This is an optimization exercise on Yosys and OpenROAD, whose aim is small area, not a production implementation.
RTL that was checked went through simulation tests only; none was proved equivalent to the original.
For runs 2 and 3, only the layout was checked, not whether the RTL still works.
Power is estimated from default activity; no workload was simulated.

===== design/flow/run.sh =====
#!/bin/bash
# synth_recipe.tcl (not shown) runs the flow's synth.tcl, then flattens the netlist and writes it again
# the make line also repeats each setting of config.mk as NAME=value (left out here)
make -C /OpenROAD-flow-scripts/flow DESIGN_CONFIG=/design/flow/config.mk WORK_HOME=/design/flow/orfs CLKGATE_MAP_FILE= SYNTH_SCRIPT=/design/flow/synth_recipe.tcl finish

===== design/flow/config.mk =====
export PLATFORM = sky130hd
export DESIGN_NAME = ck16_decode
export DESIGN_NICKNAME = ck16_decode
export VERILOG_FILES = /design/flow/design.v
export SDC_FILE = /design/flow/constraint.sdc
export NUM_CORES = 4
export LEC_CHECK = 0
export ABC_AREA = 1
export CAP_MARGIN = 20
export CORE_MARGIN = 2
export CORE_UTILIZATION = 70
export PLACE_DENSITY = 0.8
export SLEW_MARGIN = 20

===== design/flow/constraint.sdc =====
create_clock -name core_clock -period 10.0 [get_ports {clk}]
set_input_delay 2.0000 -clock core_clock [delete_from_list [all_inputs] [get_ports {clk}]]
set_output_delay 2.0000 -clock core_clock [all_outputs]
set_load 0.01 [all_outputs]

===== design/flow/design.v =====
module ck16_decode (
    input  wire        clk,
    input  wire        rst,
    input  wire        start,
    input  wire [10:0] win_len,
    input  wire        csum_strict,
    input  wire        end_check,
    output reg         busy,
    output reg         done,
    output wire        mem_rd_en,
    output wire [9:0]  mem_rd_addr,
    input  wire [7:0]  mem_rd_data,
    output reg  [3:0]  result,
    output wire        valid,
    output reg  [7:0]  flags,    
    output wire [7:0]  rec_ncells,
    output reg  [15:0] rec_vmin,
    output reg  [15:0] rec_vmax,
    output wire [15:0] rec_vdelta,
    output wire [31:0] rec_tmos,
    output wire [31:0] rec_tp1,
    output wire [31:0] rec_tp2,
    output reg  [15:0] rec_vpack,
    output wire [31:0] rec_ipack,
    output reg  [7:0]  rec_soc,
    output reg  [5:0]  rec_fixvalid,
    output wire [7:0]  rec_nextra,
    output wire [16:0] rec_cellhdr,
    output wire [16:0] fr_len,
    output wire [31:0] fr_csum,
    output wire [15:0] fr_pend,
    output wire [15:0] fr_xoff,
    output wire [15:0] fr_eoff,
    input  wire [4:0]  cell_sel,
    output wire [23:0] cell_word,
    input  wire [3:0]  xe_sel,
    output wire [31:0] xe_hdr,
    output wire [31:0] xe_value
);
    localparam [3:0] R_OK         = 4'd1;
    localparam [3:0] R_SHORT      = 4'd2;
    localparam [3:0] R_BAD_START  = 4'd3;
    localparam [3:0] R_INCOMPLETE = 4'd4;
    localparam [3:0] R_CSUM_FATAL = 4'd5;
    localparam [3:0] R_NO_PAYLOAD = 4'd6;
    localparam [3:0] R_BAD_END    = 4'd7;
    localparam [3:0] R_NO_CELLS   = 4'd8;
    localparam [4:0] S_IDLE   = 5'd0,
                     S_HDR    = 5'd1,
                     S_LENCHK = 5'd2,
                     S_CSUM   = 5'd3,
                     S_ST1    = 5'd4,
                     S_ST2    = 5'd5,
                     S_END    = 5'd6,
                     S_CB1    = 5'd7,
                     S_CB2    = 5'd8,
                     S_CLOOP  = 5'd9,
                     S_CRD    = 5'd10,
                     S_CWR    = 5'd11,
                     S_FIX    = 5'd12,
                     S_FLOOP  = 5'd13,
                     S_FTAG   = 5'd14,
                     S_FV     = 5'd15,
                     S_XLOOP  = 5'd16,
                     S_XTAG   = 5'd17,
                     S_XDUP   = 5'd18,
                     S_XTXT   = 5'd19,
                     S_XLRD   = 5'd20,
                     S_XLWR   = 5'd21,
                     S_XEND   = 5'd22,
                     S_DONE   = 5'd23;
    function [5:0] fct_lookup;   
        input [7:0] t;
        begin
            case (t)
                8'h86:   fct_lookup = {1'b1, 5'd0};
                8'h9D:   fct_lookup = {1'b1, 5'd1};
                8'hA9:   fct_lookup = {1'b1, 5'd2};
                8'hAB:   fct_lookup = {1'b1, 5'd3};
                8'hAC:   fct_lookup = {1'b1, 5'd4};
                8'hAE:   fct_lookup = {1'b1, 5'd5};
                8'hAF:   fct_lookup = {1'b1, 5'd6};
                8'hC0:   fct_lookup = {1'b1, 5'd7};
                8'h87:   fct_lookup = {1'b1, 5'd8};
                8'h8A:   fct_lookup = {1'b1, 5'd9};
                8'h8B:   fct_lookup = {1'b1, 5'd10};
                8'h8C:   fct_lookup = {1'b1, 5'd11};
                8'h8E:   fct_lookup = {1'b1, 5'd12};
                8'h8F:   fct_lookup = {1'b1, 5'd13};
                8'h90:   fct_lookup = {1'b1, 5'd14};
                8'h91:   fct_lookup = {1'b1, 5'd15};
                8'h92:   fct_lookup = {1'b1, 5'd16};
                8'h93:   fct_lookup = {1'b1, 5'd17};
                8'h94:   fct_lookup = {1'b1, 5'd18};
                8'h95:   fct_lookup = {1'b1, 5'd19};
                8'h96:   fct_lookup = {1'b1, 5'd20};
                8'h97:   fct_lookup = {1'b1, 5'd21};
                8'hAD:   fct_lookup = {1'b1, 5'd22};
                8'hB0:   fct_lookup = {1'b1, 5'd23};
                8'h89:   fct_lookup = {1'b1, 5'd24};
                8'hAA:   fct_lookup = {1'b1, 5'd25};
                8'hB5:   fct_lookup = {1'b1, 5'd26};
                8'hB6:   fct_lookup = {1'b1, 5'd27};
                8'hB2:   fct_lookup = {1'b1, 5'd28};
                8'hB4:   fct_lookup = {1'b1, 5'd29};
                8'hB7:   fct_lookup = {1'b1, 5'd30};
                8'hBA:   fct_lookup = {1'b1, 5'd31};
                default: fct_lookup = 6'd0;
            endcase
        end
    endfunction
    function [7:0] fct_code;
        input [4:0] id;
        begin
            case (id)
                5'd0:  fct_code = 8'h86;
                5'd1:  fct_code = 8'h9D;
                5'd2:  fct_code = 8'hA9;
                5'd3:  fct_code = 8'hAB;
                5'd4:  fct_code = 8'hAC;
                5'd5:  fct_code = 8'hAE;
                5'd6:  fct_code = 8'hAF;
                5'd7:  fct_code = 8'hC0;
                5'd8:  fct_code = 8'h87;
                5'd9:  fct_code = 8'h8A;
                5'd10: fct_code = 8'h8B;
                5'd11: fct_code = 8'h8C;
                5'd12: fct_code = 8'h8E;
                5'd13: fct_code = 8'h8F;
                5'd14: fct_code = 8'h90;
                5'd15: fct_code = 8'h91;
                5'd16: fct_code = 8'h92;
                5'd17: fct_code = 8'h93;
                5'd18: fct_code = 8'h94;
                5'd19: fct_code = 8'h95;
                5'd20: fct_code = 8'h96;
                5'd21: fct_code = 8'h97;
                5'd22: fct_code = 8'hAD;
                5'd23: fct_code = 8'hB0;
                5'd24: fct_code = 8'h89;
                5'd25: fct_code = 8'hAA;
                5'd26: fct_code = 8'hB5;
                5'd27: fct_code = 8'hB6;
                5'd28: fct_code = 8'hB2;
                5'd29: fct_code = 8'hB4;
                5'd30: fct_code = 8'hB7;
                default: fct_code = 8'hBA;
            endcase
        end
    endfunction
    function [4:0] fct_width;
        input [4:0] id;
        begin
            if (id[4:3] == 2'b00)
                fct_width = 5'd1;
            else if (id[4:3] != 2'b11)
                fct_width = 5'd2;
            else if (id[2] == 1'b0)
                fct_width = 5'd4;
            else case (id[1:0])
                2'd0:    fct_width = 5'd10;
                2'd1:    fct_width = 5'd8;
                2'd2:    fct_width = 5'd15;
                default: fct_width = 5'd24;
            endcase
        end
    endfunction
    function [17:0] add18;
        input [17:0] a;
        input [17:0] b;
        input        ci;
        integer j;
        reg c;
        begin
            c = ci;
            for (j = 0; j < 18; j = j + 1) begin
                add18[j] = a[j] ^ b[j] ^ c;
                c = (a[j] & b[j]) | (c & (a[j] ^ b[j]));
            end
        end
    endfunction
    function lt18;   
        input [17:0] a;
        input [17:0] b;
        integer j;
        reg l;
        begin
            l = 1'b0;
            for (j = 0; j < 18; j = j + 1)
                l = (~a[j] & b[j]) | (~(a[j] ^ b[j]) & l);
            lt18 = l;
        end
    endfunction
    reg [4:0]  state;
    reg        pend;           
    reg [4:0]  k;              
    reg [10:0] off;            
    reg        strict_q;
    reg        endchk_q;
    reg [7:0]  tmp;
    reg [15:0] lenf;
    reg [15:0] acc;
    reg [15:0] stcs;
    reg [15:0] cellhdr;
    reg [4:0]  ncell;
    reg [2:0]  fk;
    reg [16:0] tmos_q, tp1_q, tp2_q, ipack_q;
    reg [8:0]  xoff_q;
    reg [4:0]  nx;
    reg [4:0]  xid;
    reg        hit;
    reg [1:0]  xl;
    reg [4:0]  xlen;
    reg        xprint;
    reg [3:0]  tl0, tl1, tl2;
    reg [4:0]  tl3;
    reg [4:0]  cc;             
    reg [3:0]  xc;             
    reg [24*24-1:0] cring;
    reg [16*21-1:0] xring;
    reg [8*16-1:0]  uring;
    integer i;
    wire idle = (state == S_IDLE);
    wire [7:0] rd = mem_rd_data;
    wire reads = (state == S_HDR)  || (state == S_CSUM) || (state == S_ST1) ||
                 (state == S_ST2)  || (state == S_END)  || (state == S_CB1) ||
                 (state == S_CB2)  || (state == S_CRD)  || (state == S_FTAG) ||
                 (state == S_FV)   || (state == S_XTAG) || (state == S_XTXT) ||
                 ((state == S_XLRD) && (k != 5'd0));
    wire [10:0] base = (state == S_HDR) ? 11'd0 : off;
    assign mem_rd_en   = reads && !pend;
    wire [17:0] addr_s = add18({8'd0, base[9:0]}, {13'd0, k}, 1'b0);
    assign mem_rd_addr = addr_s[9:0];
    wire [17:0] kinc_s = add18({13'd0, k}, 18'd1, 1'b0);
    wire [4:0]  kinc   = kinc_s[4:0];
    wire [17:0] e_s  = add18({7'd0, lenf[10:0]}, 18'd2, 1'b0);
    wire [4:0]  xw;
    wire [1:0]  fw;
    reg  [4:0]  cmpc;
    always @* begin
        case (state)
            S_LENCHK: cmpc = 5'd0;
            S_CSUM:   cmpc = 5'd5;
            S_CLOOP:  cmpc = 5'd2;
            S_FLOOP:  cmpc = {3'd0, fw};
            S_XDUP:   cmpc = xw;
            default:  cmpc = 5'd9;
        endcase
    end
    wire [17:0] x_s = add18({7'd0, off}, {13'd0, cmpc}, 1'b0);
    wire        ltE = lt18({6'd0, x_s[11:0]}, {6'd0, e_s[11:0]});
    reg  [4:0]  step;
    always @* begin
        case (state)
            S_CWR:   step = 5'd2;
            S_FV:    step = {3'd0, fw};
            S_XDUP,
            S_XLWR:  step = xw;
            default: step = 5'd0;
        endcase
    end
    wire [17:0] oadv_s = add18({7'd0, off}, {13'd0, step}, 1'b1);
    wire [10:0] oadv   = oadv_s[10:0];
    wire [17:0] cc_s  = add18({13'd0, cc}, 18'd1, 1'b0);
    wire [4:0]  cc_nx = (cc == 5'd23) ? 5'd0 : cc_s[4:0];
    wire [15:0] wb = idle ? 16'd0 : {tmp, rd};
    wire        lshort = lt18({2'd0, lenf}, 18'd260);
    wire        is_tmp = (fk != 3'd4);
    wire [16:0] fx     = (!is_tmp && lshort) ? {2'b0, tmp[6:0], rd} : {1'b0, tmp, rd};
    wire [16:0] fkc    = is_tmp ? 17'd100 : (lshort ? 17'd0 : 17'd10000);
    wire        fneg   = is_tmp ? lt18(18'd100, {2'd0, tmp, rd}) : (lshort ? !tmp[7] : 1'b1);
    wire [17:0] fsub   = add18({1'b0, fkc}, ~{1'b0, fx}, 1'b1);
    wire [16:0] fdec   = fneg ? fsub[16:0] : fx;
    wire [16:0] fbus   = idle ? 17'd0 : fdec;
    assign      fw     = (fk == 3'd5) ? 2'd1 : 2'd2;
    wire [23:0] c_tail = cring[23*24 +: 24];
    wire        cwe    = (state == S_CWR) && (cc_nx == ncell);
    wire [15:0] mv     = {c_tail[15:8], tmp};
    wire        vmax_z = (rec_vmax == 16'd0);
    wire [20:0] x_tail = xring[15*21 +: 21];
    wire [15:0] u_tail = uring[7*16 +: 16];
    assign      xw     = fct_width(xid);
    wire        xtext  = (xid[4:2] == 3'b111);
    wire        xwide  = (xid[4:3] == 2'b11);
    wire [17:0] xc_s   = add18({14'd0, xc}, 18'd1, 1'b0);
    wire [3:0]  xc1    = xc_s[3:0];
    wire        xwe    = (state == S_XLWR) && !xl[1] && (xc1 == nx[3:0]);
    wire        uwe    = (state == S_XLWR) &&  xl[1] && (xc1[2:0] == xid[2:0]);
    wire        jvalid = lt18({14'd0, xc1}, {13'd0, nx});
    wire        hitnow = hit || (jvalid && (x_tail[20:16] == xid));
    wire [5:0]  lk     = fct_lookup(rd);
    wire        prt    = (rd >= 8'h20) && (rd <= 8'h7E);
    wire [17:0] xlen_s = add18({13'd0, xlen}, 18'd0, xprint && prt);
    wire [4:0]  xlen_n = xlen_s[4:0];
    wire [17:0] nc1_s  = add18({13'd0, ncell}, 18'd1, 1'b0);
    wire [17:0] nc3_s  = add18({12'd0, nc1_s[4:0], 1'b0}, {13'd0, nc1_s[4:0]}, 1'b0);   
    wire        cdone  = lt18({10'd0, cellhdr[15:8]}, nc3_s);
    wire [17:0] bc13_s = add18({10'd0, cellhdr[15:8]}, 18'd13, 1'b0);
    wire [17:0] nx1_s  = add18({13'd0, nx}, 18'd1, 1'b0);
    wire [17:0] fk1_s  = add18({15'd0, fk}, 18'd1, 1'b0);
    wire [17:0] acc_s  = add18({2'd0, acc}, {10'd0, rd}, 1'b0);
    wire [17:0] xw3_s  = add18({13'd0, xw}, ~18'd3, 1'b1);
    always @(posedge clk) begin
        if (rst) begin
            cc <= 5'd0;
            xc <= 4'd0;
        end else begin
            cc <= cc_nx;
            xc <= xc1;
        end
        cring <= {cring[0 +: 23*24],
                  (cwe && k == 5'd0) ? tmp : c_tail[23:16],
                  (cwe && k == 5'd1) ? tmp : c_tail[15:8],
                  (cwe && k == 5'd2) ? tmp : c_tail[7:0]};
        xring <= {xring[0 +: 15*21],
                  (xwe && xl[0]) ? xid : x_tail[20:16],
                  (xwe && xl[0]) ? tmp : x_tail[15:8],
                  (xwe && !xl[0]) ? tmp : x_tail[7:0]};
        uring <= {uring[0 +: 7*16],
                  (uwe && xl[0]) ? tmp : u_tail[15:8],
                  (uwe && !xl[0]) ? tmp : u_tail[7:0]};
    end
    always @(posedge clk) begin
        if (rst) begin
            state <= S_IDLE;
            pend  <= 1'b0;
            busy  <= 1'b0;
            done  <= 1'b0;
        end else if (idle) begin
            if (start) begin
                busy     <= 1'b1;
                done     <= 1'b0;
                strict_q <= csum_strict;
                endchk_q <= end_check;
                pend     <= 1'b0;
                off      <= win_len;
                k        <= 5'd0;
                result       <= 4'd0;
                flags        <= 8'd0;
                ncell        <= 5'd0;
                nx           <= 5'd0;
                rec_vmin     <= 16'd5000;
                rec_vmax     <= wb;
                tmos_q       <= fbus;
                tp1_q        <= fbus;
                tp2_q        <= fbus;
                ipack_q      <= fbus;
                rec_vpack    <= wb;
                rec_soc      <= wb[7:0];
                rec_fixvalid <= 6'd0;
                cellhdr      <= wb;
                lenf         <= wb;
                stcs         <= wb;
                acc          <= wb;
                xoff_q       <= wb[8:0];
                if (lt18({7'd0, win_len}, 18'd20)) begin
                    result <= R_SHORT;
                    state  <= S_DONE;
                end else begin
                    state <= S_HDR;
                end
            end
        end else if (reads && !pend) begin
            pend <= 1'b1;
        end else begin
            pend <= 1'b0;
            case (state)
                S_HDR: begin
                    k <= kinc;
                    case (k[1:0])
                        2'd0: if (rd != 8'h4E) begin result <= R_BAD_START; state <= S_DONE; end
                        2'd1: if (rd != 8'h57) begin result <= R_BAD_START; state <= S_DONE; end
                        2'd2: tmp <= rd;
                        default: begin
                            lenf  <= wb;
                            state <= S_LENCHK;
                        end
                    endcase
                end
                S_LENCHK: begin
                    if (lenf[15:11] != 5'd0 || ltE) begin
                        result <= R_INCOMPLETE;
                        state  <= S_DONE;
                    end else begin
                        off <= 11'd0;
                        if (lenf[10:2] != 9'd0 || lenf[1:0] == 2'd3) begin
                            k     <= 5'd0;
                            state <= S_CSUM;
                        end else begin
                            k     <= {3'd0, lenf[1:0]};    
                            state <= S_ST1;
                        end
                    end
                end
                S_CSUM: begin
                    acc <= acc_s[15:0];
                    if (!ltE) begin
                        k     <= 5'd3;
                        state <= S_ST1;
                    end else begin
                        off <= oadv;
                    end
                end
                S_ST1: begin
                    tmp   <= rd;
                    k     <= kinc;
                    state <= S_ST2;
                end
                S_ST2: begin
                    stcs <= wb;
                    if ({tmp, rd} != acc)
                        flags[0] <= 1'b1;
                    if ({tmp, rd} != acc && strict_q) begin
                        result <= R_CSUM_FATAL;
                        state  <= S_DONE;
                    end else if (lt18({7'd0, lenf[10:0]}, 18'd19)) begin
                        result <= R_NO_PAYLOAD;
                        state  <= S_DONE;
                    end else if (endchk_q) begin
                        k     <= 5'd0;
                        state <= S_END;
                    end else begin
                        off   <= 11'd11;
                        k     <= 5'd1;
                        state <= S_CB1;
                    end
                end
                S_END: begin
                    if (rd != 8'h68) begin
                        result <= R_BAD_END;
                        state  <= S_DONE;
                    end else begin
                        off   <= 11'd11;
                        k     <= 5'd1;
                        state <= S_CB1;
                    end
                end
                S_CB1: begin
                    tmp   <= rd;              
                    k     <= 5'd0;
                    state <= S_CB2;
                end
                S_CB2: begin
                    cellhdr <= wb;            
                    if (rd != 8'h79)
                        flags[1] <= 1'b1;
                    off   <= 11'd13;
                    state <= S_CLOOP;
                end
                S_CLOOP: begin
                    k <= 5'd0;
                    if (cdone) begin
                        state <= S_FIX;
                    end else if (ncell == 5'd24) begin
                        flags[2] <= 1'b1;
                        state    <= S_FIX;
                    end else if (!ltE) begin
                        flags[3] <= 1'b1;
                        state    <= S_FIX;
                    end else begin
                        state <= S_CRD;
                    end
                end
                S_CRD: begin
                    tmp   <= rd;
                    state <= S_CWR;
                end
                S_CWR: begin
                    if (cwe) begin
                        if (k == 5'd2) begin
                            if (lt18({2'd0, rec_vmax}, {2'd0, mv}))
                                rec_vmax <= mv;
                            if (mv != 16'd0 && (vmax_z || lt18({2'd0, mv}, {2'd0, rec_vmin})))
                                rec_vmin <= mv;
                            ncell <= nc1_s[4:0];
                            off   <= oadv;
                            state <= S_CLOOP;
                        end else begin
                            k     <= kinc;
                            state <= S_CRD;
                        end
                    end
                end
                S_FIX: begin
                    off <= bc13_s[10:0];
                    if (ncell != 5'd0 && vmax_z)
                        rec_vmin <= 16'd0;
                    fk    <= 3'd0;
                    state <= S_FLOOP;
                end
                S_FLOOP: begin
                    k <= 5'd0;
                    if (fk == 3'd6) begin
                        xoff_q <= off[8:0];
                        state  <= S_XLOOP;
                    end else if (ltE) begin
                        state <= S_FTAG;
                    end else begin
                        fk <= fk1_s[2:0];
                    end
                end
                S_FTAG: begin
                    if (rd == {5'b10000, fk}) begin
                        k     <= 5'd1;
                        state <= S_FV;
                    end else begin
                        fk    <= fk1_s[2:0];
                        state <= S_FLOOP;
                    end
                end
                S_FV: begin
                    if (fk != 3'd5 && k == 5'd1) begin
                        tmp <= rd;
                        k   <= 5'd2;
                    end else begin
                        case (fk)
                            3'd0: tmos_q    <= fbus;
                            3'd1: tp1_q     <= fbus;
                            3'd2: tp2_q     <= fbus;
                            3'd3: rec_vpack <= wb;
                            3'd4: ipack_q   <= fbus;
                            default: rec_soc <= wb[7:0];
                        endcase
                        rec_fixvalid[fk] <= 1'b1;
                        off   <= oadv;
                        fk    <= fk1_s[2:0];
                        state <= S_FLOOP;
                    end
                end
                S_XLOOP: begin
                    k <= 5'd0;
                    if (ltE && !nx[4])
                        state <= S_XTAG;
                    else
                        state <= S_XEND;
                end
                S_XTAG: begin
                    if (!lk[5]) begin
                        flags[6] <= 1'b1;
                        off      <= oadv;
                        state    <= S_XLOOP;
                    end else begin
                        xid   <= lk[4:0];
                        hit   <= 1'b0;
                        state <= S_XDUP;
                    end
                end
                S_XDUP: begin
                    hit <= hitnow;
                    k   <= kinc;
                    if (k[3:0] == 4'd15) begin
                        if (hitnow) begin
                            flags[7] <= 1'b1;
                            off      <= oadv;
                            state    <= S_XLOOP;
                        end else if (!ltE) begin
                            flags[5] <= 1'b1;
                            state    <= S_XEND;
                        end else if (xtext) begin
                            k      <= 5'd1;
                            xlen   <= 5'd0;
                            xprint <= 1'b1;
                            state  <= S_XTXT;
                        end else begin
                            xl    <= xwide ? 2'd3 : 2'd1;
                            k     <= xwide ? 5'd1 : {4'd0, xw[1]};
                            state <= S_XLRD;
                        end
                    end
                end
                S_XTXT: begin
                    xlen <= xlen_n;
                    if (!prt)
                        xprint <= 1'b0;
                    if (k == xw) begin
                        case (xid[1:0])
                            2'd0: tl0 <= xlen_n[3:0];
                            2'd1: tl1 <= xlen_n[3:0];
                            2'd2: tl2 <= xlen_n[3:0];
                            default: tl3 <= xlen_n;
                        endcase
                        xl    <= 2'd3;
                        k     <= xw3_s[4:0];
                        state <= S_XLRD;
                    end else begin
                        k <= kinc;
                    end
                end
                S_XLRD: begin
                    tmp   <= (k == 5'd0) ? 8'd0 : rd;
                    state <= S_XLWR;
                end
                S_XLWR: begin
                    if (xwe || uwe) begin
                        if (xl == 2'd0) begin
                            nx    <= nx1_s[4:0];
                            off   <= oadv;
                            state <= S_XLOOP;
                        end else begin
                            xl    <= {xl[1] & xl[0], ~xl[0]};
                            k     <= kinc;
                            state <= S_XLRD;
                        end
                    end
                end
                S_XEND: begin
                    if (nx[4] && ltE)
                        flags[4] <= 1'b1;
                    result <= (ncell != 5'd0) ? R_OK : R_NO_CELLS;
                    state  <= S_DONE;
                end
                S_DONE: begin
                    busy  <= 1'b0;
                    done  <= 1'b1;
                    state <= S_IDLE;
                end
                default: state <= S_IDLE;
            endcase
        end
    end
    wire reached3 = (result[3:1] != 3'b001);                            
    wire reached5 = (result == R_OK) || (result == R_BAD_END) || (result == R_NO_CELLS);
    wire reached7 = (result == R_OK) || (result == R_NO_CELLS);
    assign valid       = (result == R_OK);
    assign rec_ncells  = {3'd0, ncell};
    assign rec_nextra  = {3'd0, nx};
    wire [17:0] vd_s   = add18({2'd0, rec_vmax}, ~{2'd0, rec_vmin}, 1'b1);
    wire [17:0] pe_s   = add18({8'd0, lenf[9:0]}, ~18'd7, 1'b1);
    assign rec_vdelta  = vmax_z ? 16'd0 : vd_s[15:0];
    assign rec_tmos    = {{15{tmos_q[16]}}, tmos_q};
    assign rec_tp1     = {{15{tp1_q[16]}}, tp1_q};
    assign rec_tp2     = {{15{tp2_q[16]}}, tp2_q};
    assign rec_ipack   = {{15{ipack_q[16]}}, ipack_q};
    assign rec_cellhdr = {reached7, cellhdr};
    assign fr_len      = {reached3, lenf};
    assign fr_csum     = {stcs, acc};
    assign fr_pend     = reached5 ? {6'd0, pe_s[9:0]} : 16'd0;
    assign fr_xoff     = {7'd0, xoff_q};
    assign fr_eoff     = reached7 ? {5'd0, off} : 16'd0;
    wire [17:0] cdiff = add18({13'd0, cc}, ~{13'd0, cell_sel}, 1'b1);
    wire [17:0] cfix  = add18({13'd0, cdiff[4:0]}, 18'd24, 1'b0);
    wire [4:0]  cp    = cdiff[5] ? cfix[4:0] : cdiff[4:0];
    reg [16*24-1:0] cm1;
    reg [8*24-1:0]  cm2;
    reg [4*24-1:0]  cm3;
    reg [2*24-1:0]  cm4;
    reg [8*24-1:0]  ch1;
    reg [4*24-1:0]  ch2;
    reg [2*24-1:0]  ch3;
    reg [23:0]      cmux;
    always @* begin
        for (i = 0; i < 8; i = i + 1)
            cm1[i*24 +: 24] = cp[0] ? cring[(2*i+1)*24 +: 24] : cring[(2*i)*24 +: 24];
        for (i = 0; i < 4; i = i + 1)
            cm2[i*24 +: 24] = cp[1] ? cm1[(2*i+1)*24 +: 24] : cm1[(2*i)*24 +: 24];
        for (i = 0; i < 2; i = i + 1)
            cm3[i*24 +: 24] = cp[2] ? cm2[(2*i+1)*24 +: 24] : cm2[(2*i)*24 +: 24];
        cm4[23:0] = cp[3] ? cm3[47:24] : cm3[23:0];
        for (i = 0; i < 4; i = i + 1)
            ch1[i*24 +: 24] = cp[0] ? cring[(16+2*i+1)*24 +: 24] : cring[(16+2*i)*24 +: 24];
        for (i = 0; i < 2; i = i + 1)
            ch2[i*24 +: 24] = cp[1] ? ch1[(2*i+1)*24 +: 24] : ch1[(2*i)*24 +: 24];
        ch3[23:0] = cp[2] ? ch2[47:24] : ch2[23:0];
        cmux = cp[4] ? ch3[23:0] : cm4[23:0];
        cm1[16*24-1:8*24] = {8*24{1'b0}};
        cm2[8*24-1:4*24]  = {4*24{1'b0}};
        cm3[4*24-1:2*24]  = {2*24{1'b0}};
        cm4[2*24-1:24]    = 24'd0;
        ch1[8*24-1:4*24]  = {4*24{1'b0}};
        ch2[4*24-1:2*24]  = {2*24{1'b0}};
        ch3[2*24-1:24]    = 24'd0;
    end
    assign cell_word = lt18({13'd0, cell_sel}, {13'd0, ncell}) ? cmux : 24'd0;
    wire [17:0] xp_s = add18({14'd0, xc}, ~{14'd0, xe_sel}, 1'b1);
    wire [3:0]  xp   = xp_s[3:0];
    reg  [8*21-1:0] xm1;
    reg  [4*21-1:0] xm2;
    reg  [2*21-1:0] xm3;
    reg  [20:0]     xm;
    always @* begin
        for (i = 0; i < 8; i = i + 1)
            xm1[i*21 +: 21] = xp[0] ? xring[(2*i+1)*21 +: 21] : xring[(2*i)*21 +: 21];
        for (i = 0; i < 4; i = i + 1)
            xm2[i*21 +: 21] = xp[1] ? xm1[(2*i+1)*21 +: 21] : xm1[(2*i)*21 +: 21];
        for (i = 0; i < 2; i = i + 1)
            xm3[i*21 +: 21] = xp[2] ? xm2[(2*i+1)*21 +: 21] : xm2[(2*i)*21 +: 21];
        xm = xp[3] ? xm3[41:21] : xm3[20:0];
    end
    wire [4:0]  rid  = xm[20:16];
    wire [17:0] up_s = add18({15'd0, xc[2:0]}, ~{15'd0, rid[2:0]}, 1'b1);
    wire [2:0]  up   = up_s[2:0];
    reg  [4*16-1:0] um1;
    reg  [2*16-1:0] um2;
    reg  [15:0]     um;
    always @* begin
        for (i = 0; i < 4; i = i + 1)
            um1[i*16 +: 16] = up[0] ? uring[(2*i+1)*16 +: 16] : uring[(2*i)*16 +: 16];
        for (i = 0; i < 2; i = i + 1)
            um2[i*16 +: 16] = up[1] ? um1[(2*i+1)*16 +: 16] : um1[(2*i)*16 +: 16];
        um = up[2] ? um2[31:16] : um2[15:0];
    end
    wire        xv    = lt18({14'd0, xe_sel}, {13'd0, nx});
    wire        rtext = (rid[4:2] == 3'b111);
    wire        rwide = (rid[4:3] == 2'b11);
    reg  [4:0]  rtl;
    always @* begin
        case (rid[1:0])
            2'd0:    rtl = {1'b0, tl0};
            2'd1:    rtl = {1'b0, tl1};
            2'd2:    rtl = {1'b0, tl2};
            default: rtl = tl3;
        endcase
    end
    assign xe_hdr   = xv ? {3'd0, rtext ? rtl : 5'd0, 3'd0, fct_width(rid), 7'd0, rtext, fct_code(rid)} : 32'd0;
    assign xe_value = xv ? {rwide ? um : 16'd0, xm[15:0]} : 32'd0;
endmodule

==> metrics.sh, run 1 <==
STATUS='timing/DRC/antenna clean'
DRC_ERRORS=0
CP-STARTPOINT='rec_vmax[0]'
GRT.TOTAL_USAGE=0.393
FMAX_MHz=104
MAXIMUM_VDD_DROP_uV=225
SKEW_NS=0.0509
SYNTH_LARGEST_TYPE_AREA_FRACTION=0.426
SYNTHESIS.AREA_UM2=49700
SETUP_VIOLATIONS=0
SYNTH_TOP_FLOP_CELL='sky130_fd_sc_hd__dfxtp_1'
POST-ROUTE-WORST-SETUP-SLACK_NS=0.349
DIE_H_UM=271
CRITICAL-PATH-TOP-CELL-BY-COUNT='sky130_fd_sc_hd__fa_1'
VIAS_PER_CELL=6.11
SYNTH_AREA_LEADERS='sky130_fd_sc_hd__dfxtp_1 43%, sky130_fd_sc_hd__edfxtp_1 17%, sky130_fd_sc_hd__nand2_1 7.4%'
LAYOUT-DRIVE-GT1-SHARE=0.0622
ROUTABILITY_CONGESTION_ESTIMATE_FROM_GLOBAL_PLACEMENT=1.02
CTSHTREEMAXLEVEL=4
WORSTHOLDPATHTYPE='reg2reg'
TRITONCTS.NUM_BUFFERS=130
SETUP.WORST_PATH.END_CLASS='output port'
TIMING.MAX_CAP.VIOLATIONS=0
CLK-INSERTION-DELAY-LATE_NS=0.74
MAXIMUM_NUMBER_OF_PINS_ON_ONE_NET_BEFORE_GLOBAL_ROUTE_REPAIR=189
CTSRESIZECOUNT=0
AREA_DELTA_SYNTH_FINAL_PCT=18.1
OVERFLOW=0
SYNTH_ENABLE_FLOP_CELLS=285
NETS=5681
CP.ARRIVAL_NS=7.65
PATH_CLK_SLEW_NS=0.06
DIE_AREA_UM2=73200
TYPE_OF_THE_WORST_SETUP_PATH='reg2out'
DETAILED_PLACE_HPWL_UM=92500
WORSTREG2REGSTART='state[1]'
CORE_REGION_UM2=70100
YOSYS.CELL_TYPES.COUNT=64
FINALWORSTPATHREQUIREDPERIOD_NS=9.65
FIRST_GLOBAL_VIAS=39239
VIAS=39532
CP_CELL_SEQUENCE='inv_1 > ha_1 > inv_1 > fa_1 > fa_1 > fa_1 > fa_1 > fa_1 > fa_1 > fa_1 > fa_1 > fa_1 > fa_1 > fa_1 > fa_1 > inv_1 > fa_1 > fa_1 > nor2_1 > clkdlybuf4s50_1'
SYNTH_MOST_COMMON_CELL='sky130_fd_sc_hd__dfxtp_1'
FIN_CRIT_SH=0.965
SLEW_VIOL_FINAL=0
FINALHOLDWORSTSLACK_NS=0.317
INITIAL_ANTENNA_VIOLATION_COUNT=9
FIN_TNS_SETUP_NS=0
CRIT_FANOUT=3
CRITPATHLAUNCHTYPE='register'
FINALHOLDVIOLCOUNT=0
CELLLEAKAGEPOWER_uW=0.0238
FIRST_PASS_ITERS=7
GRT_FIRST_PASS_WIRELENGTH_UM=225000
WL_PER_CELL_UM=22.6
CRIT_SLOWEST_CELL='sky130_fd_sc_hd__clkdlybuf4s50_1'
SEQ_AREA_FRAC_SYNTH=0.598
TOTAL_WIRE_LENGTH_AFTER_DETAILED_ROUTING_UM=146000
TIMING.CRITICAL_PATH.REQUIRED_NS=8.00
POWER.DENSITY_CELL_AREA_nW_PER_UM2=281
PORTBUFFERS=445
YS_SEQ_ELEMENTS=1342
SYNTH_WARNINGS=1
POSTROUTEANTENNANETS=0
IOS=483
CTS_SINKS=1342
DP_WORST_SETUP_SLACK_NS=0.479
SYNTH_AREA_PER_CELL_UM2=9.74
FLOORPLAN.INITIALDENSITY=0.709
DRT-INITIAL-DRC-COUNT=4537
ROW_COUNT=97
SYNTH.CELLS.MOST_FREQUENT='1,057 x sky130_fd_sc_hd__dfxtp_1, 983 x sky130_fd_sc_hd__nand2_1, 526 x sky130_fd_sc_hd__a21oi_1'
CRITICAL_PATH.MAX_STAGE_DELAY_NS=0.58
TRANSITION_TIME_AT_THE_PIN_WITH_THE_LEAST_SLEW_MARGIN_NS=1.29
MIN-DELAY-START='cring[417]'
SYNTHARSTFLOPSHARE=0
NUMBER_OF_BUFFERS_ON_THE_LONGEST_CLOCK_PATH=3
SYN_INST=5107
CTS.ROOT.BUFFER_CELL='sky130_fd_sc_hd__clkbuf_16'
TIMING.MAX_SLEW.REL_SLACK=0.141
POST_CTS_HOLD_BUFFER_COUNT=0
GRT_SETUP_UNREPAIRED='no'
FP.DIEW_UM=271
POST_CTS_BUFFERS=0
TRITONCTS='done'
SYNTH.LARGEST_AREA_CELL='sky130_fd_sc_hd__dfxtp_1'
-- cell usage in the layout, fill, tap and decap left out, types with 38 or more instances in the layout --
cell type and count:
sky130_fd_sc_hd__a21oi_1 519, sky130_fd_sc_hd__a221oi_1 64, sky130_fd_sc_hd__a22oi_1 98, sky130_fd_sc_hd__buf_4 53, sky130_fd_sc_hd__clkbuf_16 134, sky130_fd_sc_hd__clkdlybuf4s50_1 445
sky130_fd_sc_hd__dfxtp_1 1057, sky130_fd_sc_hd__edfxtp_1 285, sky130_fd_sc_hd__fa_1 47, sky130_fd_sc_hd__ha_1 171, sky130_fd_sc_hd__inv_1 431, sky130_fd_sc_hd__nand2_1 983
sky130_fd_sc_hd__nand3_1 115, sky130_fd_sc_hd__nor2_1 330, sky130_fd_sc_hd__nor3_1 64, sky130_fd_sc_hd__o21ai_0 234, sky130_fd_sc_hd__o311ai_0 38
-- critical path, delay by kind of cell (launching register included) --
family / cells / cell delay (ns)
buffers and inverters: 4 / 0.84
and+or+nand+nor: 1 / 0.14
adders and majority gates: 15 / 5.58
DFF: 1 / 0.38
-- cell families (layout without fill, tap and decap cells) --
kind of cell | after synthesis | in the layout | synth area share
AO/OA/AOI/OAI | 1132 | 1132 | 0.137
adder cells (fa/ha/maj) | 223 | 223 | 0.0637
flip-flops | 1342 | 1342 | 0.598
buffers and inverters | 814 | 1198 | 0.0692
other | 1 | 42 | 0.0000754
AND/OR/NAND/NOR | 1566 | 1566 | 0.128
XOR/XNOR | 29 | 29 | 0.00511
-- flip-flops by register name, summed over array words and instances (netlist names), 17 cells and up --
signal / cells
xring: 336
tp2_q: 17
tmos_q: 17
ipack_q: 17
uring: 128
tp1_q: 17
cring: 576
-- worst paths after layout --
check | end | slack, ns | cells after the start
setup / recovery | rec_vdelta[14] | 0.35 | 20
hold / removal | cring[441] | 0.32 | 0
setup reg to reg | k[1] | 3.34 | 32
hold reg to reg | cring[441] | 0.32 | 0
-- final cells by class --
cell class | count | area, µm²
Sequential cell | 1342 | 29700
Fill cell | 3825 | 11400
Tap cell | 940 | 1180
Clock buffer | 175 | 3670
Antenna cell | 5 | 12.5
Inverter | 464 | 1760
Clock inverter | 59 | 701
Timing Repair Buffer | 500 | 4890
Multi-Input combinational cell | 2987 | 16800
-- report_power, final --
group	total (µW)	leakage (µW)	internal, µW	switching (µW)
sequential	6310	0.0111	6020	293
clock	4990	0.00215	2840	2140
combinational	5230	0.0105	1930	3300
total	16500	0.0238	10800	5730
-- per-stage QoR --
stage / utilization / power, µW / std cells / instance area, µm²
6_report: 0.837 / 16500 / 6472 / 58700
5_1_grt: 0.837 / 17100 / 6469 / 58700
4_1_cts: 0.837 / 16400 / 6466 / 58700
3_5_place_dp: 0.775 / 11400 / 6232 / 54300
3_3_place_gp: 0.775 / 11300 / 6232 / 54300
2_1_floorplan: - / 9220 / 5143 / 49900
-- layer usage --
metal | routed length [µm] | GRT usage
met1 | 55600 | 0.495
met5 | 25 | 0
met3 | 13900 | 0.0871
met2 | 69300 | 0.643
met4 | 7560 | 0.196
==> run 2: changes to the inputs <==
--- a/design/flow/design.v
+++ b/design/flow/design.v
@@ -235,18 +235,32 @@
     wire [4:0]  kinc   = kinc_s[4:0];
-    wire [17:0] e_s  = add18({7'd0, lenf[10:0]}, 18'd2, 1'b0);
     wire [4:0]  xw;
     wire [1:0]  fw;
-    reg  [4:0]  cmpc;
+    reg  [10:0] cmpc;
+    reg  [10:0] xwm2;          
+    always @* begin
+        if (xid[4:3] == 2'b00)
+            xwm2 = 11'h7FF;
+        else if (xid[4:3] != 2'b11)
+            xwm2 = 11'd0;
+        else if (xid[2] == 1'b0)
+            xwm2 = 11'd2;
+        else case (xid[1:0])
+            2'd0:    xwm2 = 11'd8;
+            2'd1:    xwm2 = 11'd6;
+            2'd2:    xwm2 = 11'd13;
+            default: xwm2 = 11'd22;
+        endcase
+    end
     always @* begin
         case (state)
-            S_LENCHK: cmpc = 5'd0;
-            S_CSUM:   cmpc = 5'd5;
-            S_CLOOP:  cmpc = 5'd2;
-            S_FLOOP:  cmpc = {3'd0, fw};
-            S_XDUP:   cmpc = xw;
-            default:  cmpc = 5'd9;
+            S_LENCHK: cmpc = 11'h7FE;                   
+            S_CSUM:   cmpc = 11'd3;
+            S_CLOOP:  cmpc = 11'd0;
+            S_FLOOP:  cmpc = fw[1] ? 11'd0 : 11'h7FF;
+            S_XDUP:   cmpc = xwm2;
+            default:  cmpc = 11'd7;
         endcase
     end
-    wire [17:0] x_s = add18({7'd0, off}, {13'd0, cmpc}, 1'b0);
-    wire        ltE = lt18({6'd0, x_s[11:0]}, {6'd0, e_s[11:0]});
+    wire [17:0] x_s = add18({7'd0, off}, {7'd0, cmpc}, 1'b0);
+    wire        ltE = lt18({7'd0, x_s[10:0]}, {7'd0, lenf[10:0]});
     reg  [4:0]  step;
@@ -277,3 +291,3 @@
     wire        cwe    = (state == S_CWR) && (cc_nx == ncell);
-    wire [15:0] mv     = {c_tail[15:8], tmp};
+    wire [15:0] mv     = {c_tail[7:0], tmp};
     wire        vmax_z = (rec_vmax == 16'd0);
@@ -310,13 +324,9 @@
         end
-        cring <= {cring[0 +: 23*24],
-                  (cwe && k == 5'd0) ? tmp : c_tail[23:16],
-                  (cwe && k == 5'd1) ? tmp : c_tail[15:8],
-                  (cwe && k == 5'd2) ? tmp : c_tail[7:0]};
+        pend <= !rst && reads && !pend;
+        hit  <= (state == S_XDUP) && hitnow && (k[3:0] != 4'd15);
+        cring <= {cring[0 +: 23*24], cwe ? {c_tail[15:0], tmp} : c_tail};
         xring <= {xring[0 +: 15*21],
                   (xwe && xl[0]) ? xid : x_tail[20:16],
-                  (xwe && xl[0]) ? tmp : x_tail[15:8],
-                  (xwe && !xl[0]) ? tmp : x_tail[7:0]};
-        uring <= {uring[0 +: 7*16],
-                  (uwe && xl[0]) ? tmp : u_tail[15:8],
-                  (uwe && !xl[0]) ? tmp : u_tail[7:0]};
+                  xwe ? {x_tail[7:0], tmp} : x_tail[15:0]};
+        uring <= {uring[0 +: 7*16], uwe ? {u_tail[7:0], tmp} : u_tail};
     end
@@ -325,3 +335,2 @@
             state <= S_IDLE;
-            pend  <= 1'b0;
             busy  <= 1'b0;
@@ -334,3 +343,2 @@
                 endchk_q <= end_check;
-                pend     <= 1'b0;
                 off      <= win_len;
@@ -363,5 +371,3 @@
         end else if (reads && !pend) begin
-            pend <= 1'b1;
         end else begin
-            pend <= 1'b0;
             case (state)
@@ -543,3 +549,2 @@
                         xid   <= lk[4:0];
-                        hit   <= 1'b0;
                         state <= S_XDUP;
@@ -548,3 +553,2 @@
                 S_XDUP: begin
-                    hit <= hitnow;
                     k   <= kinc;
@@ -642,31 +646,7 @@
     wire [4:0]  cp    = cdiff[5] ? cfix[4:0] : cdiff[4:0];
-    reg [16*24-1:0] cm1;
-    reg [8*24-1:0]  cm2;
-    reg [4*24-1:0]  cm3;
-    reg [2*24-1:0]  cm4;
-    reg [8*24-1:0]  ch1;
-    reg [4*24-1:0]  ch2;
-    reg [2*24-1:0]  ch3;
-    reg [23:0]      cmux;
+    reg [23:0] cmux;
     always @* begin
-        for (i = 0; i < 8; i = i + 1)
-            cm1[i*24 +: 24] = cp[0] ? cring[(2*i+1)*24 +: 24] : cring[(2*i)*24 +: 24];
-        for (i = 0; i < 4; i = i + 1)
-            cm2[i*24 +: 24] = cp[1] ? cm1[(2*i+1)*24 +: 24] : cm1[(2*i)*24 +: 24];
-        for (i = 0; i < 2; i = i + 1)
-            cm3[i*24 +: 24] = cp[2] ? cm2[(2*i+1)*24 +: 24] : cm2[(2*i)*24 +: 24];
-        cm4[23:0] = cp[3] ? cm3[47:24] : cm3[23:0];
-        for (i = 0; i < 4; i = i + 1)
-            ch1[i*24 +: 24] = cp[0] ? cring[(16+2*i+1)*24 +: 24] : cring[(16+2*i)*24 +: 24];
-        for (i = 0; i < 2; i = i + 1)
-            ch2[i*24 +: 24] = cp[1] ? ch1[(2*i+1)*24 +: 24] : ch1[(2*i)*24 +: 24];
-        ch3[23:0] = cp[2] ? ch2[47:24] : ch2[23:0];
-        cmux = cp[4] ? ch3[23:0] : cm4[23:0];
-        cm1[16*24-1:8*24] = {8*24{1'b0}};
-        cm2[8*24-1:4*24]  = {4*24{1'b0}};
-        cm3[4*24-1:2*24]  = {2*24{1'b0}};
-        cm4[2*24-1:24]    = 24'd0;
-        ch1[8*24-1:4*24]  = {4*24{1'b0}};
-        ch2[4*24-1:2*24]  = {2*24{1'b0}};
-        ch3[2*24-1:24]    = 24'd0;
+        cmux = 24'd0;
+        for (i = 0; i < 24; i = i + 1)
+            cmux = cmux | ({24{cp == i[4:0]}} & cring[i*24 +: 24]);
     end
@@ -675,14 +655,7 @@
     wire [3:0]  xp   = xp_s[3:0];
-    reg  [8*21-1:0] xm1;
-    reg  [4*21-1:0] xm2;
-    reg  [2*21-1:0] xm3;
-    reg  [20:0]     xm;
+    reg  [20:0] xm;
     always @* begin
-        for (i = 0; i < 8; i = i + 1)
-            xm1[i*21 +: 21] = xp[0] ? xring[(2*i+1)*21 +: 21] : xring[(2*i)*21 +: 21];
-        for (i = 0; i < 4; i = i + 1)
-            xm2[i*21 +: 21] = xp[1] ? xm1[(2*i+1)*21 +: 21] : xm1[(2*i)*21 +: 21];
-        for (i = 0; i < 2; i = i + 1)
-            xm3[i*21 +: 21] = xp[2] ? xm2[(2*i+1)*21 +: 21] : xm2[(2*i)*21 +: 21];
-        xm = xp[3] ? xm3[41:21] : xm3[20:0];
+        xm = 21'd0;
+        for (i = 0; i < 16; i = i + 1)
+            xm = xm | ({21{xp == i[3:0]}} & xring[i*21 +: 21]);
     end
@@ -691,11 +664,7 @@
     wire [2:0]  up   = up_s[2:0];
-    reg  [4*16-1:0] um1;
-    reg  [2*16-1:0] um2;
-    reg  [15:0]     um;
+    reg  [15:0] um;
     always @* begin
-        for (i = 0; i < 4; i = i + 1)
-            um1[i*16 +: 16] = up[0] ? uring[(2*i+1)*16 +: 16] : uring[(2*i)*16 +: 16];
-        for (i = 0; i < 2; i = i + 1)
-            um2[i*16 +: 16] = up[1] ? um1[(2*i+1)*16 +: 16] : um1[(2*i)*16 +: 16];
-        um = up[2] ? um2[31:16] : um2[15:0];
+        um = 16'd0;
+        for (i = 0; i < 8; i = i + 1)
+            um = um | ({16{up == i[2:0]}} & uring[i*16 +: 16]);
     end
==> design/flow/flow/run.sh (new file) <==
#!/bin/bash
# Standard ORFS layout with two changes: the port buffers are the smallest
# buffer (buf_1), and CTS uses the given clock buffers and sink clusters
# without dummy balancing loads. Full tool output goes to flow_make.log
# here; ORFS's per-step logs stay under orfs/logs.
set -euo pipefail
bash standard.sh \
  "BUFFER_PORTS_ARGS=-buffer_cell sky130_fd_sc_hd__buf_1" \
  "CTS_ARGS=-sink_clustering_enable -repair_clock_nets -dont_use_dummy_load -buf_list {sky130_fd_sc_hd__clkbuf_8} -sink_clustering_size 14 -sink_clustering_max_diameter 50" \
  finish > flow_make.log 2>&1
==> design/flow/standard.sh (new file) <==
#!/bin/bash
# synth_recipe.tcl (not shown) runs the flow's synth.tcl, then flattens the netlist and writes it again
# the make line also repeats each setting of config.mk as NAME=value (left out here)
make -C /OpenROAD-flow-scripts/flow DESIGN_CONFIG=/design/flow/config.mk WORK_HOME=/design/flow/orfs CLKGATE_MAP_FILE= SYNTH_SCRIPT=/design/flow/synth_recipe.tcl "${@:-finish}"
--- a/design/flow/config.mk
+++ b/design/flow/config.mk
@@ -7,7 +7,6 @@
 export LEC_CHECK = 0
-export ABC_AREA = 1
 export CAP_MARGIN = 20
 export CORE_MARGIN = 2
-export CORE_UTILIZATION = 70
-export PLACE_DENSITY = 0.8
+export CORE_UTILIZATION = 65
+export PLACE_DENSITY = 0.75
 export SLEW_MARGIN = 20
removed: design/flow/run.sh
==> metrics.sh, run 2 <==
STATUS='timing/DRC/antenna clean'  # unchanged
DIE_H_UM=274  # was 271 µm
CELLLEAKAGEPOWER_uW=0.0193  # was 0.0238 µW
TOTAL_WIRE_LENGTH_AFTER_DETAILED_ROUTING_UM=135000  # was 146,000 µm
CTSRESIZECOUNT=0  # unchanged
CRITPATHLAUNCHTYPE='input port'  # was register
CRIT_SLOWEST_CELL='sky130_fd_sc_hd__nor2b_1'  # was sky130_fd_sc_hd__clkdlybuf4s50_1
SWITCHINGPOWER_uW=4020  # was 5730 µW
SLEW_VIOL_FINAL=0  # unchanged
TRITONCTS='done'  # unchanged
REG_TOP3='cring: 576 flops, xring: 336 flops, uring: 128 flops'  # unchanged
SEQ_AREA_FRAC_SYNTH=0.629  # was 0.598
SYNTHARSTFLOPSHARE=0  # unchanged
TYPE_OF_THE_WORST_SETUP_PATH='in2out'  # was reg2out
SYNTH.CELLS.MOST_FREQUENT='1,058 x sky130_fd_sc_hd__dfxtp_1, 284 x sky130_fd_sc_hd__edfxtp_1, 225 x sky130_fd_sc_hd__nor2_1'  # was 1,057 x sky130_fd_sc_hd__dfxtp_1, 983 x sky130_fd_sc_hd__nand2_1, 526 x sky130_fd_sc_hd__a21oi_1
GRT_SETUP_UNREPAIRED='no'  # unchanged
SYNTH_MOST_COMMON_CELL='sky130_fd_sc_hd__dfxtp_1'  # unchanged
PWR-SHARE-SEQ=0.522  # was 0.382
GRT.TOTAL_USAGE=0.355  # was 0.393
REGISTERS.TOP_BY_FF_COUNT='cring'  # unchanged
CTS.ROOT.BUFFER_CELL='sky130_fd_sc_hd__clkbuf_8'  # was sky130_fd_sc_hd__clkbuf_16
CP.ARRIVAL_NS=7.64  # was 7.65 ns
POSTROUTEANTENNANETS=0  # unchanged
TRITONCTS.NUM_BUFFERS=118  # was 130
NETS=4555  # was 5,681
DETAILED_PLACE_HPWL_UM=91700  # was 92,500 µm
TRANSITION_TIME_AT_THE_PIN_WITH_THE_LEAST_SLEW_MARGIN_NS=1.18  # was 1.29 ns
CTS_SINKS=1342  # unchanged
SETUP_VIOLATIONS=0  # unchanged
TIMING.MAX_CAP.VIOLATIONS=0  # unchanged
POWER.DENSITY_CELL_AREA_nW_PER_UM2=233  # was 281 nW/µm²
FMAX_MHz=104  # about the same
SYN_INST=3918  # was 5,107
PATH_CLK_SLEW_NS=0.09  # was 0.06 ns
AREA_DELTA_SYNTH_FINAL_PCT=8.81  # was 18.1%
DRC_ERRORS=0  # unchanged
FINALWORSTPATHREQUIREDPERIOD_NS=9.64  # was 9.65 ns
SYNTH_AREA_LEADERS='sky130_fd_sc_hd__dfxtp_1 45%, sky130_fd_sc_hd__edfxtp_1 18%, sky130_fd_sc_hd__ha_1 4.1%'  # was sky130_fd_sc_hd__dfxtp_1 43%, sky130_fd_sc_hd__edfxtp_1 17%, sky130_fd_sc_hd__nand2_1 7.4%
MAXIMUM_NUMBER_OF_PINS_ON_ONE_NET_BEFORE_GLOBAL_ROUTE_REPAIR=58  # was 189
WORSTHOLDPATHTYPE='reg2reg'  # unchanged
YOSYS.CELL_TYPES.COUNT=86  # was 64
TIMING.MAX_SLEW.REL_SLACK=0.214  # was 0.141
CRIT_FANOUT=22  # was 3
SYNTH_ENABLE_FLOP_CELLS=284  # was 285
GRT_FIRST_PASS_WIRELENGTH_UM=200000  # was 225,000 µm
POWER.SWITCHING_FRACTION=0.336  # was 0.347
MOST-COMMON-LAYOUT-CELLS='1,058 x sky130_fd_sc_hd__dfxtp_1, 445 x sky130_fd_sc_hd__buf_1, 284 x sky130_fd_sc_hd__edfxtp_1, 199 x sky130_fd_sc_hd__nor2_1, 183 x sky130_fd_sc_hd__nand2_1'  # was 1,057 x sky130_fd_sc_hd__dfxtp_1, 983 x sky130_fd_sc_hd__nand2_1, 519 x sky130_fd_sc_hd__a21oi_1, 445 x sky130_fd_sc_hd__clkdlybuf4s50_1, 431 x sky130_fd_sc_hd__inv_1
FIRST_GLOBAL_VIAS=32125  # was 39,239
PORTBUFFERS=445  # unchanged
LARGEST_REG_FLOPS=576  # unchanged
PATH_DELAY_FAMILY='simple AND/OR/NAND/NOR gates'  # was adder cells
SYNTH.LARGEST_AREA_CELL='sky130_fd_sc_hd__dfxtp_1'  # unchanged
SHARE_COMB_OF_TOTAL_POWER=0.254  # was 0.316
FIN_TNS_SETUP_NS=0  # unchanged
ROUTABILITY_CONGESTION_ESTIMATE_FROM_GLOBAL_PLACEMENT=0.980  # was 1.02
CORE_REGION_UM2=71700  # was 70,100 µm²
VIAS_PER_CELL=6.36  # was 6.11
MAXIMUM_VDD_DROP_uV=173  # was 225 µV
FINAL_COMMON_CELL='sky130_fd_sc_hd__dfxtp_1'  # unchanged
CTSHTREEMAXLEVEL=3  # was 4
POST_CTS_HOLD_BUFFER_COUNT=0  # unchanged
SYNTH_TOP_FLOP_CELL='sky130_fd_sc_hd__dfxtp_1'  # unchanged
YS_SEQ_ELEMENTS=1342  # unchanged
CLK-INSERTION-DELAY-LATE_NS=0.78  # was 0.74 ns
SYNTHESIS.AREA_UM2=47200  # was 49,700 µm²
CP_NUM_BUF_INV=5  # was 4
LAYOUT-DRIVE-GT1-SHARE=0.0782  # was 0.0622
DRT-INITIAL-DRC-COUNT=4024  # was 4,537
CRITICAL-PATH-TOP-CELL-BY-COUNT='sky130_fd_sc_hd__fa_1'  # unchanged
CP_CELL_SEQUENCE='buf_1 > ha_1 > inv_1 > fa_1 > fa_1 > nor2b_1 > nand3_1 > o2111ai_1 > a2111oi_0 > and4_1 > inv_1 > ha_2 > fa_1 > buf_4 > nor2b_1 > nand2_1 > o211ai_1 > o21ai_0 > a21oi_1 > buf_1'  # was inv_1 > ha_1 > inv_1 > fa_1 > fa_1 > fa_1 > fa_1 > fa_1 > fa_1 > fa_1 > fa_1 > fa_1 > fa_1 > fa_1 > fa_1 > inv_1 > fa_1 > fa_1 > nor2_1 > clkdlybuf4s50_1
PLACED_CELL_AREA_UM2=49700  # was 54,300 µm²
FIN_CRIT_SH=0.964  # was 0.965
FP.DIEW_UM=274  # was 271 µm
POST_CTS_BUFFERS=0  # unchanged
CLKPWRFRAC=0.224  # was 0.302
SYNTH_WARNINGS=1  # unchanged
VIAS=33439  # was 39,532
TIMING.CRITICAL_PATH.REQUIRED_NS=8.00  # about the same
POWER_REPORT.INTERNAL_TOTAL_uW=7950  # was 10,800 µW
FINISH.INSTANCE_AREA_UM2=51400  # was 58,700 µm²
SYNTH_LARGEST_TYPE_AREA_FRACTION=0.449  # was 0.426
WL_PER_CELL_UM=25.6  # was 22.6 µm
SETUP.WORST_PATH.END_CLASS='output port'  # unchanged
IOS=483  # unchanged
SYNTH_AREA_PER_CELL_UM2=12.1  # was 9.74 µm²
FIRST_PASS_ITERS=6  # was 7
NUMBER_OF_BUFFERS_ON_THE_LONGEST_CLOCK_PATH=3  # unchanged
DIE_AREA_UM2=74800  # was 73,200 µm²
FINALHOLDVIOLCOUNT=0  # unchanged
SKEW_NS=0.124  # was 0.0509 ns
OVERFLOW=0  # unchanged
CRITICAL_PATH.MAX_STAGE_DELAY_NS=0.90  # was 0.58 ns
ROW_COUNT=98  # was 97
FLOORPLAN.INITIALDENSITY=0.658  # was 0.709
INITIAL_ANTENNA_VIOLATION_COUNT=1  # was 9
[run 2: cell types whose count changed in the layout (fill, tap and decap cells not counted), sizes merged, moves of 57 or more]
cell / before / now
nor2: 348 / 225
o21ai: 240 / 98
nand4: 15 / 91
clkbuf: 175 / 118
buf: 55 / 538
a21oi: 530 / 91
a221oi: 65 / 125
a22o: 0 / 121
a22oi: 98 / 182
and2: 0 / 68
inv: 461 / 179
nand2: 985 / 183
clkdlybuf4s50: 445 / 0
[run 2: metrics by stage]
stage	hold WS [ns]	total power, µW	setup WS, ns	std cells	utilization
2_1_floorplan	0.323	8110	1.30	3954	-
6_report	0.300	12000	0.365	5261	0.716
3_3_place_gp	0.329	9250	0.558	5138	0.693
5_1_grt	0.296	12500	0.0495	5260	0.716
3_5_place_dp	0.331	9320	0.335	5139	0.693
4_1_cts	0.289	11900	0.316	5257	0.716
[run 2: power groups by stage]
stage | Sequential (µW) | Clock [µW] | Combinational, µW
after global placement | 6360 | 0 | 2890
after global routing | 6280 | 2890 | 3280
after CTS | 6240 | 2710 | 2970
after floorplan | 6330 | 0 | 1780
after detailed placement | 6370 | 0 | 2950
final | 6250 | 2680 | 3030
[run 2: worst paths after layout]
path / slack (ns) / depth (start not counted) / end / start
worst max-delay path: 0.36 / 20 / xe_value[29] / xe_sel[0]
worst min-delay path: 0.30 / 0 / cring[30] / cring[6]
worst max register to register: 1.10 / 25 / flags[3] / fk[0]
worst min register to register: 0.30 / 0 / cring[30] / cring[6]
[run 2: cells by family after synthesis]
kind of cell / Yosys count / share of synthesized area
DFF: 1342 / 0.629
AOI/OAI and AO/OA: 836 / 0.131
adders and majority gates: 211 / 0.0647
buffers and inverters: 481 / 0.0466
other: 1 / 0.0000794
muxes: 84 / 0.0213
xor gates and xnor gates: 52 / 0.0103
and+or+nand+nor: 911 / 0.0972
[run 2: metal layers]
metal | part of all wire | up-vias | GRT usage
met3 | 0.11 | 287 | 0.0887
met2 | 0.44 | 1951 | 0.531
met5 | 0 | - | 0
met4 | 0.032 | 0 | 0.111
met1 | 0.42 | 16367 | 0.510
li1 | - | 14834 | -
[run 2: area by class of cell]
class / count / area [µm²]
Antenna cell: 2 / 5.00
Clock buffer: 118 / 1620
Sequential cell: 1342 / 29700
Inverter: 180 / 676
Fill cell: 5165 / 20400
Timing Repair Buffer: 538 / 2380
Multi-Input combinational cell: 2131 / 15800
Tap cell: 950 / 1190
==> run 3: changes to the inputs <==
--- a/design/flow/flow/run.sh
+++ b/design/flow/flow/run.sh
@@ -8,3 +8,3 @@
   "BUFFER_PORTS_ARGS=-buffer_cell sky130_fd_sc_hd__buf_1" \
-  "CTS_ARGS=-sink_clustering_enable -repair_clock_nets -dont_use_dummy_load -buf_list {sky130_fd_sc_hd__clkbuf_8} -sink_clustering_size 14 -sink_clustering_max_diameter 50" \
+  "CTS_ARGS=-sink_clustering_enable -repair_clock_nets -dont_use_dummy_load -buf_list {sky130_fd_sc_hd__clkbuf_16} -sink_clustering_size 30 -sink_clustering_max_diameter 80" \
   finish > flow_make.log 2>&1
==> metrics.sh, run 3 <==
STATUS='timing/DRC/antenna clean'  # unchanged
ROW_COUNT=98  # unchanged
REG_TOP3='cring: 576 flops, xring: 336 flops, uring: 128 flops'  # unchanged
DIE_H_UM=274  # unchanged
MOST-COMMON-LAYOUT-CELLS='1,058 x sky130_fd_sc_hd__dfxtp_1, 445 x sky130_fd_sc_hd__buf_1, 284 x sky130_fd_sc_hd__edfxtp_1, 199 x sky130_fd_sc_hd__nor2_1, 183 x sky130_fd_sc_hd__nand2_1'  # unchanged
FLOORPLAN.INITIALDENSITY=0.658  # unchanged
WORSTHOLDPATHTYPE='reg2reg'  # unchanged
TIMING.MAX_CAP.VIOLATIONS=0  # unchanged
VIAS_PER_CELL=6.38  # was 6.36
PORTBUFFERS=445  # unchanged
NETS=4491  # was 4,555
SYNTHARSTFLOPSHARE=0  # unchanged
WORSTREG2REGSTART='state[2]'  # was fk[0]
PLACED_CELL_AREA_UM2=49700  # unchanged
SYNTH.CELLS.MOST_FREQUENT='1,058 x sky130_fd_sc_hd__dfxtp_1, 284 x sky130_fd_sc_hd__edfxtp_1, 225 x sky130_fd_sc_hd__nor2_1'  # unchanged
CTS.ROOT.BUFFER_CELL='sky130_fd_sc_hd__clkbuf_16'  # was sky130_fd_sc_hd__clkbuf_8
MIN-DELAY-START='cring[125]'  # was cring[6]
DETAILED_PLACE_HPWL_UM=91700  # unchanged
WORSTHOLDENDPOINT='cring[149]'  # was cring[30]
YS_SEQ_ELEMENTS=1342  # unchanged
ROUTABILITY_CONGESTION_ESTIMATE_FROM_GLOBAL_PLACEMENT=0.980  # unchanged
SYNTH.LARGEST_AREA_CELL='sky130_fd_sc_hd__dfxtp_1'  # unchanged
FP.DIEW_UM=274  # unchanged
CP.ARRIVAL_NS=7.65  # was 7.64 ns
FINALHOLDVIOLCOUNT=0  # unchanged
INITIAL_ANTENNA_VIOLATION_COUNT=0  # was 1
TOTAL_WIRE_LENGTH_AFTER_DETAILED_ROUTING_UM=134000  # was 135,000 µm
SETUP_VIOLATIONS=0  # unchanged
NUMBER_OF_BUFFERS_ON_THE_LONGEST_CLOCK_PATH=3  # unchanged
FIRST_GLOBAL_VIAS=31606  # was 32,125
CRITPATHLAUNCHTYPE='input port'  # unchanged
FINAL_COMMON_CELL='sky130_fd_sc_hd__dfxtp_1'  # unchanged
SLEW_VIOL_FINAL=0  # unchanged
SYNTH_LARGEST_TYPE_AREA_FRACTION=0.449  # unchanged
CELLLEAKAGEPOWER_uW=0.0192  # was 0.0193 µW
SYNTH_TOP_FLOP_CELL='sky130_fd_sc_hd__dfxtp_1'  # unchanged
SYNTH_MOST_COMMON_CELL='sky130_fd_sc_hd__dfxtp_1'  # unchanged
TIMING.MAX_SLEW.REL_SLACK=0.210  # was 0.214
YOSYS.CELL_TYPES.COUNT=86  # unchanged
SEQ_AREA_FRAC_SYNTH=0.629  # unchanged
SKEW_NS=0.119  # was 0.124 ns
REGISTERS.TOP_BY_FF_COUNT='cring'  # unchanged
IOS=483  # unchanged
LAYOUT-DRIVE-GT1-SHARE=0.0643  # was 0.0782
MAXIMUM_VDD_DROP_uV=275  # was 173 µV
CORE_REGION_UM2=71700  # unchanged
LARGEST_REG_FLOPS=576  # unchanged
GRT_SETUP_UNREPAIRED='no'  # unchanged
SETUP.WORST_PATH.END_CLASS='output port'  # unchanged
REG2REG_DEPTH=23  # was 25
TRANSITION_TIME_AT_THE_PIN_WITH_THE_LEAST_SLEW_MARGIN_NS=1.18  # about the same
DIE_AREA_UM2=74800  # unchanged
FIN_TNS_SETUP_NS=0  # unchanged
AREA_DELTA_SYNTH_FINAL_PCT=8.25  # was 8.81%
TYPE_OF_THE_WORST_SETUP_PATH='in2out'  # unchanged
OVERFLOW=0  # unchanged
TRITONCTS.NUM_BUFFERS=55  # was 118
SYNTHESIS.AREA_UM2=47200  # unchanged
PLACE_INST=5139  # unchanged
POWER.DENSITY_CELL_AREA_nW_PER_UM2=232  # was 233 nW/µm²
MAXIMUM_NUMBER_OF_PINS_ON_ONE_NET_BEFORE_GLOBAL_ROUTE_REPAIR=58  # unchanged
SYNTH_ENABLE_FLOP_CELLS=284  # unchanged
SYNTH_AREA_LEADERS='sky130_fd_sc_hd__dfxtp_1 45%, sky130_fd_sc_hd__edfxtp_1 18%, sky130_fd_sc_hd__ha_1 4.1%'  # unchanged
GRT_FIRST_PASS_WIRELENGTH_UM=199000  # was 200,000 µm
CLK-INSERTION-DELAY-LATE_NS=0.70  # was 0.78 ns
GRT.TOTAL_USAGE=0.352  # was 0.355
SYNTH_WARNINGS=1  # unchanged
TIMING.CRITICAL_PATH.REQUIRED_NS=8.00  # about the same
SYNTH_AREA_PER_CELL_UM2=12.1  # unchanged
FF2FF_SETUP_SLACK_NS=1.07  # was 1.10 ns
WL_PER_CELL_UM=25.9  # was 25.6 µm
TIMING.RR.END='flags[3]'  # unchanged
FINALWORSTPATHREQUIREDPERIOD_NS=9.65  # was 9.64 ns
HOLDPATHSTAGES=0  # unchanged
SYN_INST=3918  # unchanged
FIN_CRIT_SH=0.965  # was 0.964
CTS_SINKS=1342  # unchanged
STDCELL_COUNT=5196  # was 5,261
TRITONCTS='done'  # unchanged
DRT-INITIAL-DRC-COUNT=4089  # was 4,024
POSTROUTEANTENNANETS=0  # unchanged
FINISH.INSTANCE_AREA_UM2=51100  # was 51,400 µm²
FIRST_PASS_ITERS=6  # unchanged
CRIT_FANOUT=22  # unchanged
FMAX_MHz=104  # about the same
PATH_CLK_SLEW_NS=0.10  # was 0.09 ns
VIAS=33132  # was 33,439
CTSHTREEMAXLEVEL=2  # was 3
DRC_ERRORS=0  # unchanged
[run 3: cell counts after synthesis]
No cell type changed its count.
[run 3: stage by stage]
stage          power, µW   util  hold WS [ns]  worst slack [ns]
4_1_cts            11800  0.712         0.323             0.320
3_5_place_dp        9320  0.693         0.331             0.335
6_report           11800  0.713         0.326             0.351
3_3_place_gp        9250  0.693         0.329             0.558
5_1_grt            12300  0.713         0.323            0.0449
2_1_floorplan       8110      -         0.323              1.30
[run 3: worst max-delay path, cell delays in order]
cell                        delay, ns
sky130_fd_sc_hd__buf_1           0.14
sky130_fd_sc_hd__ha_1            0.16
sky130_fd_sc_hd__inv_1           0.05
sky130_fd_sc_hd__fa_1            0.38
sky130_fd_sc_hd__fa_1            0.75
sky130_fd_sc_hd__nor2b_1         0.89
sky130_fd_sc_hd__nand3_1         0.23
sky130_fd_sc_hd__o2111ai_1       0.24
sky130_fd_sc_hd__a2111oi_0       0.12
sky130_fd_sc_hd__and4_1          0.25
sky130_fd_sc_hd__inv_1           0.20
sky130_fd_sc_hd__ha_2            0.23
sky130_fd_sc_hd__fa_1            0.51
sky130_fd_sc_hd__buf_4           0.27
sky130_fd_sc_hd__nor2b_1         0.54
sky130_fd_sc_hd__nand2_1         0.14
sky130_fd_sc_hd__o211ai_1        0.11
sky130_fd_sc_hd__o21ai_0         0.10
sky130_fd_sc_hd__a21oi_1         0.15
sky130_fd_sc_hd__buf_1           0.17
[run 3: per-layer routing]
metal / GRT usage / share of wire / vias up
met5: 0 / 0 / -
met4: 0.103 / 0.031 / 0
met3: 0.0789 / 0.11 / 249
met2: 0.530 / 0.44 / 1885
met1: 0.513 / 0.42 / 16275
li1: - / - / 14723
[run 3: worst max-delay path by stage]
stage	startpoint	end	slack, ns	depth (start not counted)
2_1_floorplan	xe_sel[0]	xe_value[27]	1.30	21
3_3_place_gp	xe_sel[0]	xe_value[27]	0.56	20
5_1_grt	xe_sel[0]	xe_value[28]	0.04	20
3_5_place_dp	xe_sel[0]	xe_value[27]	0.34	20
6_report	xe_sel[0]	xe_value[29]	0.35	20
4_1_cts	xe_sel[0]	xe_value[27]	0.32	20
[run 3: cell families (layout without fill, tap and decap cells)]
logic type      count (synthesis)  in the layout  synth area share
flops                        1342           1342             0.629
simple gates                  911            911            0.0972
compound gates                836            836             0.131
buf+inv                       481            772            0.0466
fa+ha+maj                     211            211            0.0647
mux                            84             84            0.0213
xor+xnor                       52             52            0.0103
other cells                     1             38         0.0000794
[run 3: what timing repair did]
item / in CTS / in global routing
hold buffers: 0 / 0
endpoints found under the setup margin: 0 / 1
setup buffers: 0 / 0
resized for setup: 0 / 1
hold endpoints to repair: 0 / 0
[run 3: cell type report]
cell class | instances | area (µm²)
Sequential cell | 1342 | 29700
Fill cell | 5164 | 20600
Multi-Input combinational cell | 2131 | 15800
Timing Repair Buffer | 537 | 2370
Clock buffer | 55 | 1380
Tap cell | 950 | 1190
Inverter | 180 | 676
Antenna cell | 1 | 2.50
[run 3: power by group]
group / switching, µW / total [µW] / internal [µW]
clock: 1560 / 2540 / 985
combinational: 2100 / 3040 / 934
sequential: 281 / 6250 / 5970
total: 3940 / 11800 / 7890

==> afterwards: timing with drivers on the ports <==
The results above use ideal ports. As a check the final layouts listed here were re-extracted and re-timed, cells and wires unchanged.
Step 1 assumes that a clkbuf_16 drives the clock port and a buf_2 every other input.
Step 2, shift: input delay + t, output delay - t, t = (earliest + latest rising clock arrival at the registers) / 2. This alone moves slack from input paths to output paths.
Three values: ideal, step 1, step 2; two values: the first two.
run	t, ns	slack for setup (ns)	clock arrival spread, ns	worst slew at a driven data input, ns
run 1	0.778	0.349 / 0.280 / 0.402	0.053 / 0.053	0.13
run 2	0.781	0.365 / 0.336 / 0.336	0.127 / 0.128	0.07
run 3	0.706	0.351 / 0.321 / 0.321	0.119 / 0.119	0.06
After both steps every run listed still meets setup and hold. The setup slack of run 3, which loses most, moves by -0.030 ns with the drivers and by -0.030 ns with both steps.
